From an optimization exercise on the open Yosys and OpenROAD flow, aimed at small area, a short achievable clock period and few clock cycles per item; shortcuts taken in it are not production practice.
In this exercise RTL edits were held to simulation tests only and were not proved equivalent to the original.
Power figures rest on the tool's default switching activity, not on a simulated workload.

==> flow/design.v <==
module emrka_top (
    input  wire        clk,
    input  wire        rst_n,
    input  wire        sel,
    input  wire        wr,
    input  wire [4:0]  addr,
    input  wire [1:0]  size,
    input  wire [31:0] wdata,
    output reg  [31:0] rdata,
    output reg         err
);
    localparam [2:0] R_KEY_LO  = 3'd0,
                     R_KEY_HI  = 3'd1,
                     R_DIN_LO  = 3'd2,
                     R_DIN_HI  = 3'd3,
                     R_DOUT_LO = 3'd4,
                     R_DOUT_HI = 3'd5,
                     R_CTRL    = 3'd6,
                     R_STATUS  = 3'd7;
    reg [63:0] key_q;
    reg [63:0] din_q;
    reg [63:0] dout_q;    
    reg        dv_q;      
    reg        busy_q;
    reg        done_q;
    reg        err_cmd_q;
    reg        err_busy_q;
    reg [31:0] h_q;
    reg [31:0] l_q;       
    reg [4:0]  p_q;       
    reg        f_q;       
    reg        mode_q;    
    wire       admit  = (size == 2'b10) && (addr[1:0] == 2'b00);
    wire [2:0] reg_ix = addr[4:2];
    wire       do_wr  = sel && admit &&  wr;
    wire wr_droppable = (reg_ix != R_DOUT_LO) && (reg_ix != R_DOUT_HI) &&
                        (reg_ix != R_STATUS);
    wire busy_drop = do_wr && busy_q && wr_droppable;
    wire wr_ok     = do_wr && !busy_q;
    wire cmd_hi0   = (wdata[31:2] == 30'd0);
    wire cmd_write = wr_ok && (reg_ix == R_CTRL);
    wire start     = cmd_write && cmd_hi0 && (wdata[1] ^ wdata[0]);
    wire cmd_bad   = cmd_write && !(cmd_hi0 && !(wdata[1] && wdata[0]));
    wire st_write  = do_wr && (reg_ix == R_STATUS);
    wire       rd_ok  = sel && !wr && admit;
    wire       s_dl   = (reg_ix == R_DIN_LO);
    wire       s_dh   = (reg_ix == R_DIN_HI);
    wire       s_ol   = (reg_ix == R_DOUT_LO) && dv_q;
    wire       s_oh   = (reg_ix == R_DOUT_HI) && dv_q;
    wire       s_st   = (reg_ix == R_STATUS);
    wire [31:0] rsel  = ({32{s_dl}} & din_q[31:0])
                      | ({32{s_dh}} & din_q[63:32])
                      | ({32{s_ol}} & dout_q[31:0])
                      | ({32{s_oh}} & dout_q[63:32])
                      | ({32{s_st}} & {28'd0, err_busy_q, err_cmd_q, done_q, busy_q});
    always @(*) begin
        rdata = {32{rd_ok}} & rsel;
        err   = sel && !admit;
    end
    wire [4:0]  p   = p_q;
    wire [2:0]  ri  = f_q ? 3'd0 : p_q[2:0] + 3'd1;   
    wire [31:0] la  = l_q + {27'd0, p};           
    wire [31:0] pz  = {27'd0, p};
    wire [31:0] cs  = h_q ^ l_q ^ pz;
    wire [31:0] cc  = (h_q & l_q) | (h_q & pz) | (l_q & pz);
    wire [31:0] hn;
    add2_sk u_add (.a(cs), .b({cc[30:0], 1'b0}), .s(hn));
    reg  [31:0] lr;                               
    always @(*) begin
        case (ri)
            3'd0: lr = {la[30:0], la[31]};        
            3'd1: lr = {la[2:0],  la[31:3]};      
            3'd2: lr = {la[27:0], la[31:28]};     
            3'd3: lr = {la[23:0], la[31:24]};     
            3'd4: lr = {la[14:0], la[31:15]};     
            3'd5: lr = {la[19:0], la[31:20]};     
            3'd6: lr = {la[28:0], la[31:29]};     
            default: lr = {la[17:0], la[31:18]};  
        endcase
    end
    wire [31:0] xn  = lr ^ hn;                    
    wire        k_use   = busy_q ? mode_q : wdata[1];
    wire [63:0] k_eff   = k_use ? key_q : 64'd0;
    wire [63:0] t_start = din_q ^ k_eff;
    wire        fin     = !f_q && (p_q == 5'd31);
    wire [31:0] wd_r  = wdata & {32{rst_n}};
    wire        we_kl = !rst_n || (wr_ok && reg_ix == R_KEY_LO);
    wire        we_kh = !rst_n || (wr_ok && reg_ix == R_KEY_HI);
    wire        we_dl = !rst_n || (wr_ok && reg_ix == R_DIN_LO);
    wire        we_dh = !rst_n || (wr_ok && reg_ix == R_DIN_HI);
    wire [63:0] res   = {h_q, la} ^ k_eff;
    always @(posedge clk) begin
        if (we_kl) key_q[31:0]  <= wd_r;
        if (we_kh) key_q[63:32] <= wd_r;
        if (we_dl) din_q[31:0]  <= wd_r;
        if (we_dh) din_q[63:32] <= wd_r;
        if (busy_q && fin) dout_q <= res;
    end
    always @(posedge clk) begin
        if (!rst_n) begin
            busy_q     <= 1'b0;
            done_q     <= 1'b0;
            dv_q       <= 1'b0;
            err_cmd_q  <= 1'b0;
            err_busy_q <= 1'b0;
        end else begin
            if (busy_drop)
                err_busy_q <= 1'b1;
            if (cmd_bad)
                err_cmd_q <= 1'b1;
            if (st_write) begin
                if (wdata[1]) done_q     <= 1'b0;
                if (wdata[2]) err_cmd_q  <= 1'b0;
                if (wdata[3]) err_busy_q <= 1'b0;
            end
            if (start) begin
                busy_q <= 1'b1;
                done_q <= 1'b0;
            end
            if (busy_q && fin) begin
                dv_q   <= 1'b1;
                busy_q <= 1'b0;
                done_q <= 1'b1;
            end
        end
    end
    always @(posedge clk) begin
        if (!busy_q) begin
            h_q     <= t_start[63:32];
            l_q     <= t_start[31:0];
            f_q     <= 1'b1;
            p_q     <= 5'd0;
            mode_q  <= wdata[1];
        end else begin
            h_q     <= hn;
            l_q     <= xn;
            f_q     <= 1'b0;
            p_q     <= f_q ? 5'd0 : p_q + 5'd1;
        end
    end
endmodule
module add2_sk (input wire [31:0] a, input wire [31:0] b, output wire [31:0] s);
    reg  [31:0] g [0:5];
    reg  [31:0] t [0:5];
    integer k, i;
    always @(*) begin
        g[0] = a & b;
        t[0] = a ^ b;
        for (k = 0; k < 5; k = k + 1)
            for (i = 0; i < 32; i = i + 1)
                if (((i >> k) & 1) == 1) begin
                    g[k+1][i] = g[k][i] | (t[k][i] & g[k][((i >> k) << k) - 1]);
                    t[k+1][i] = t[k][i] & t[k][((i >> k) << k) - 1];
                end else begin
                    g[k+1][i] = g[k][i];
                    t[k+1][i] = t[k][i];
                end
    end
    assign s = a ^ b ^ {g[5][30:0], 1'b0};
endmodule
==> flow/config.mk <==
export PLATFORM = sky130hd
export DESIGN_NAME = emrka_top
export DESIGN_NICKNAME = emrka_top
export VERILOG_FILES = /design/flow/design.v
export SDC_FILE = /design/flow/constraint.sdc
export NUM_CORES = 4
export LEC_CHECK = 0
export ABC_CLOCK_PERIOD_IN_PS = 3000
export CAP_MARGIN = 20
export CORE_MARGIN = 2
export CORE_UTILIZATION = 60
export PLACE_DENSITY = 0.7
export SETUP_SLACK_MARGIN = 2.0
export SLEW_MARGIN = 20
export TNS_END_PERCENT = 2
==> flow/constraint.sdc <==
create_clock -name core_clock -period 5.5 [get_ports {clk}]
set_input_delay 1.1000 -clock core_clock [delete_from_list [all_inputs] [get_ports {clk}]]
set_output_delay 1.1000 -clock core_clock [all_outputs]
set_load 0.01 [all_outputs]
run.sh (not shown) runs the stock make flow with config.mk's settings and CLKGATE_MAP_FILE= SYNTH_SCRIPT=/design/flow/synth_recipe.tcl, a recipe that flattens the netlist after the stock synthesis.
Testbench counts at the start, summed over its fixed seeds: cycles 15,218, items 384.
Rerun with:
CORE_UTILIZATION = 40   (was 60)
PLACE_DENSITY = 0.6   (was 0.7)
SETUP_SLACK_MARGIN = 2.2   (was 2.0)
TNS_END_PERCENT = 10   (was 2)
The changed run ran to the end with no violations.
Worst setup slack degrades by 0.039 ns.
Power rises by about 2%.
Routed wire length rose by about 4.4%.
Cell count goes up by about 12%.
Design area increases by 5.1%.

[separate check: timing with driven ports]
Ports are ideal in the flow. The routed layouts listed here were re-timed in OpenROAD.
Step 1, drivers: a clkbuf_16 drives clk and a buf_2 each remaining input, both assumed.
Step 2, shift: input delay + t, output delay - t, t = (earliest + latest rising clock arrival at the registers) / 2. This alone moves slack from input paths to output paths.
Three values: ideal, step 1, step 2; two values: the first two.
run	t, ns	setup WS [ns]	worst data-port slew with drivers (ns)
the first run	0.597	1.915 / 1.897 / 1.775	0.04
the second run	0.613	1.877 / 1.843 / 1.843	0.04
After both steps every run listed still meets setup and hold. The setup slack of the first run, which loses most, moves by -0.018 ns with the drivers and by -0.140 ns with both steps.
